What follows belongs to an exercise in optimizing a design on an open flow for small area, a short achievable clock period and few clock cycles; a production flow would make more cautious choices.
Function was checked by simulation only, so behaviour that the tests miss may differ from the original.
No activity file was given, so power comes from the tool's default toggle rates.

Setup of v6:
## midi_framer
module midi_framer (
  input  wire       clk,
  input  wire       rst,         
  input  wire       ev_valid,
  output wire       ev_ready,
  input  wire       ev_idle,     
  input  wire [7:0] ev_byte,
  output wire       wr_valid,
  input  wire       wr_ready,
  output wire [7:0] wr_addr,
  output wire [7:0] wr_data
);
export LEC_CHECK = 0
export CAP_MARGIN = 20
export CORE_MARGIN = 2
export CORE_UTILIZATION = 40
export CTS_BUF_LIST = sky130_fd_sc_hd__clkbuf_8
export SLEW_MARGIN = 20
create_clock -name core_clock -period 10.0 [get_ports {clk}]
standard.sh (not shown) runs the stock make flow with config.mk's settings and CLKGATE_MAP_FILE= SYNTH_SCRIPT=/design/flow/synth_recipe.tcl, a recipe that flattens the netlist after the stock synthesis.
==> flow/flow/run.sh <==
#!/bin/bash
# Layout: the standard ORFS flow (standard.sh), with two changes:
#  1. after the standard synthesis, the combinational logic is mapped again by Yosys's
#     default ABC script (flip-flops, their names and cell types are kept as they are);
#  2. repair_timing aims for extra setup slack, and the ports get plain buffers (still
#     one buffer per port, as in the standard flow).
set -euo pipefail
KNOBS=(SETUP_SLACK_MARGIN=7 TNS_END_PERCENT=100 MATCH_CELL_FOOTPRINT=0
       "BUFFER_PORTS_ARGS=-buffer_cell sky130_fd_sc_hd__buf_2")
RES=orfs/results/${FLOW_PLATFORM}/midi_framer/base
bash standard.sh "${KNOBS[@]}" synth > flow_synth.log 2>&1
cp $RES/1_2_yosys.v $RES/1_2_yosys_standard.v
LIB=$FLOW_HOME/platforms/${FLOW_PLATFORM}/lib/sky130_fd_sc_hd__tt_025C_1v80.lib
DONT_USE=""
for c in $(grep -o 'sky130_fd_sc_hd__\(probe\|probec\|lpflow\)[a-z0-9_]*' $FLOW_HOME/platforms/${FLOW_PLATFORM}/config.mk); do
  DONT_USE="$DONT_USE -dont_use $c"
done
cat > remap.ys <<EOY
read_liberty -ignore_miss_func $LIB
read_verilog $RES/1_2_yosys_standard.v
hierarchy -top $FLOW_TOP
setattr -mod -set keep_hierarchy 1 sky130_fd_sc_hd__dfxtp_* sky130_fd_sc_hd__edfxtp_* sky130_fd_sc_hd__dfrtp_* sky130_fd_sc_hd__conb_1
flatten
opt_clean -purge
abc -liberty $LIB $DONT_USE
opt_clean -purge
hilomap -singleton -hicell sky130_fd_sc_hd__conb_1 HI -locell sky130_fd_sc_hd__conb_1 LO
opt_clean -purge
select $FLOW_TOP
tee -o remap_stat.txt stat -liberty $LIB
write_verilog -noattr -nohex -nodec -selected $RES/1_2_yosys.v
EOY
yosys -s remap.ys > flow_remap.log 2>&1
rm -f $RES/1_synth.odb $RES/1_synth.sdc
bash standard.sh "${KNOBS[@]}" finish > flow_layout.log 2>&1
v6 reached the final stage; the timing, DRC and antenna checks on its layout passed.
Testbench counts of v6, summed over its fixed seeds: cycles 233,847.
### v6 -> v7
--- a/flow/design.v
+++ b/flow/design.v
@@ -24,28 +24,28 @@
   reg        cnt;
   reg  [6:0] fn;
   reg        ir_v;
   reg        iw;         
   reg        id1;        
   reg        ir_idle;
   reg  [7:0] ir_b;
+  reg        sr;         
+  reg        mp;         
   reg        mo;         
-  reg        md;         
-  reg        bz;         
   reg        h_v;        
   reg  [6:0] h_a;
   reg  [7:0] h_d;
   reg        hr;         
   reg  [2:0] pm;         
   reg        ap;         
-  assign ev_ready = ~((iw & bz) | (id1 & ap));
-  assign wr_valid = bz;
+  assign ev_ready = ~((iw & (mp | h_v)) | (id1 & ap));
+  assign wr_valid = mo | h_v;
   assign wr_addr  = mo ? 8'h07 : {1'b0, h_a};
-  assign wr_data  = md ? 8'h38 : h_d;
-  wire busy = bz;
+  assign wr_data  = mo ? 8'h38 : h_d;
+  wire busy = mp | h_v;
   wire proc = ir_v & ~(iw & busy) & ~(id1 & ap);
   wire occ0 = (vn0 != 7'd0), occ1 = (vn1 != 7'd0), occ2 = (vn2 != 7'd0);
   wire [2:0] evm = {occ2 & (vk2 == VK_0), occ1 & (vk1 == VK_0), occ0 & (vk0 == VK_0)};
   wire [6:0] v  = ir_b[6:0];
   wire       vz = (v == 7'd0);
   wire m0 = (vn0 == fn), m1 = (vn1 == fn), m2 = (vn2 == fn);
   wire       mf = m0 | m1 | m2;
@@ -67,61 +67,64 @@
   ftab_rom u_ftab (.n(fn), .y(hft));
   wire [1:0] pm_s = pm[0] ? 2'd0 : pm[1] ? 2'd1 : 2'd2;
   wire [1:0] ev_s = evm[0] ? 2'd0 : evm[1] ? 2'd1 : 2'd2;
   wire p_idle  = proc & ir_idle;
   wire p_pass  = p_idle & pn;
   wire p_stat  = proc & ~ir_idle & ir_b[7];
   wire p_d1    = proc & id1;
-  wire p_msg   = proc & iw & ~ir_idle;
+  wire p_msg   = sr;
   wire p_wpass = p_pass & (|evm);
   wire k_on  = ~hr &  h_a[3] & h_d[0];
   wire k_lsb = ~hr & ~h_a[3] & ~h_a[0];
   wire       sv_n  = sv | p_stat;
   wire       cnt_n = p_stat ? 1'b0 : p_d1 ? 1'b1 : p_msg ? 1'b0 : cnt;
   wire       pn_n  = p_pass ? 1'b0 :
                      p_idle ? ((tc == TC_998) | ((te == 7'd65) & (tc == TC_534))) : pn;
-  wire       xfer   = ~mo & h_v & wr_ready;                  
+  wire       xfer   = ~mp & h_v & wr_ready;                  
+  wire       mp_n   = mo & ~wr_ready;
   wire       h_v_n  = p_msg   ? msg_more :
                       p_wpass ? 1'b1 :
                       xfer    ? (k_on | k_lsb | (pm != 3'd0)) : h_v;
   wire       ap_n   = p_msg   ? (do_alloc & a_found) :
                       xfer    ? k_on : ap;
   wire       keep   = ir_v & ~proc;
   wire       take   = ev_valid & ev_ready;
   wire       iw_in  = ev_idle ? pn_n : (~ev_byte[7] & sv_n & cnt_n);
   wire       iw_n   = keep ? iw  : (take & iw_in);
   wire       id1_n  = keep ? id1 : (take & ~ev_idle & ~ev_byte[7] & sv_n & ~cnt_n);
-  wire       mo_n   = p_msg | (mo & ~wr_ready);
+  wire       idle_n = keep ? ir_idle : ev_idle;
+  wire       sr_n   = iw_n & ~idle_n & ~mp_n & ~h_v_n;
+  wire       mo_n   = mp_n | sr_n;
   always @(posedge clk) begin
     if (~keep) begin
       ir_idle <= ev_idle;
       ir_b    <= ev_byte;
     end
     if (rst) begin
       ir_v <= 1'b0;
       iw   <= 1'b0;
       id1  <= 1'b0;
+      sr   <= 1'b0;
       pn   <= 1'b0;
       sv   <= 1'b0;
       cnt  <= 1'b0;
+      mp   <= 1'b0;
       mo   <= 1'b0;
-      md   <= 1'b1;
-      bz   <= 1'b0;
       h_v  <= 1'b0;
       ap   <= 1'b0;
     end else begin
       ir_v <= keep | take;
       iw   <= iw_n;
       id1  <= id1_n;
+      sr   <= sr_n;
       pn   <= pn_n;
       sv   <= sv_n;
       cnt  <= cnt_n;
+      mp   <= mp_n;
       mo   <= mo_n;
-      md   <= mo_n | ~h_v_n;
-      bz   <= mo_n | h_v_n;
       h_v  <= h_v_n;
       ap   <= ap_n;
     end
     if (rst) begin
       tc <= 10'd0;
       te <= 7'd0;
       lf <= 1'b0;
==> run notes <==
- v7 completed end to end with timing, DRC and antenna clean.
- v6 ran to completion and came out clean on the timing, DRC and antenna checks.
- Diff v6 -> v7: hold slack went up by 0.017 ns; number of gates on the worst path with buffers counted went up by 2.
- Taking v6 as the reference, in v7 met2 track demand over resource in global routing level, post-route worst setup slack now sits lower, total power draw rose by about 10%, register fraction of the total cell area went down 0.48 points.
- Between v7 and v6, it is v7 whose wire length on met1 is lower, by 0.61%.
- Looking at beginning of the critical path, the h_a[0] result is from v6; the mp one comes from v7.
Testbench counts of v7, summed over its fixed seeds: cycles 233,299.

re-timing with driven ports:
In the flow no input, the clock included, has a driving cell. The finished layouts below were timed again as built, in two steps. Step 1, drivers: a clkbuf_16 drives clk and a buf_2 each remaining input, both assumed. Step 2 adds t to the input delays and takes it off the output delays; t is the mean of the earliest and latest rising clock arrival at the registers after step 1. Input paths then give back, and output paths get back, about the clock's delay inside the block. Slacks: ideal / step 1 / step 2; pairs: ideal / step 1.
run	shift t [ns]	setup WS [ns]	hold WS [ns]	latest minus earliest clock arrival (ns)	worst data-port slew with drivers (ns)
v6	0.395	6.882 / 6.849 / 6.704	0.470 / 0.470 / 0.470	0.007 / 0.007	0.03
v7	0.404	6.798 / 6.766 / 6.561	0.487 / 0.487 / 0.487	0.009 / 0.009	0.04
After both steps setup and hold are still met in every run listed. The setup slack of v7, which loses most, moves by -0.032 ns with the drivers and by -0.237 ns with both steps.
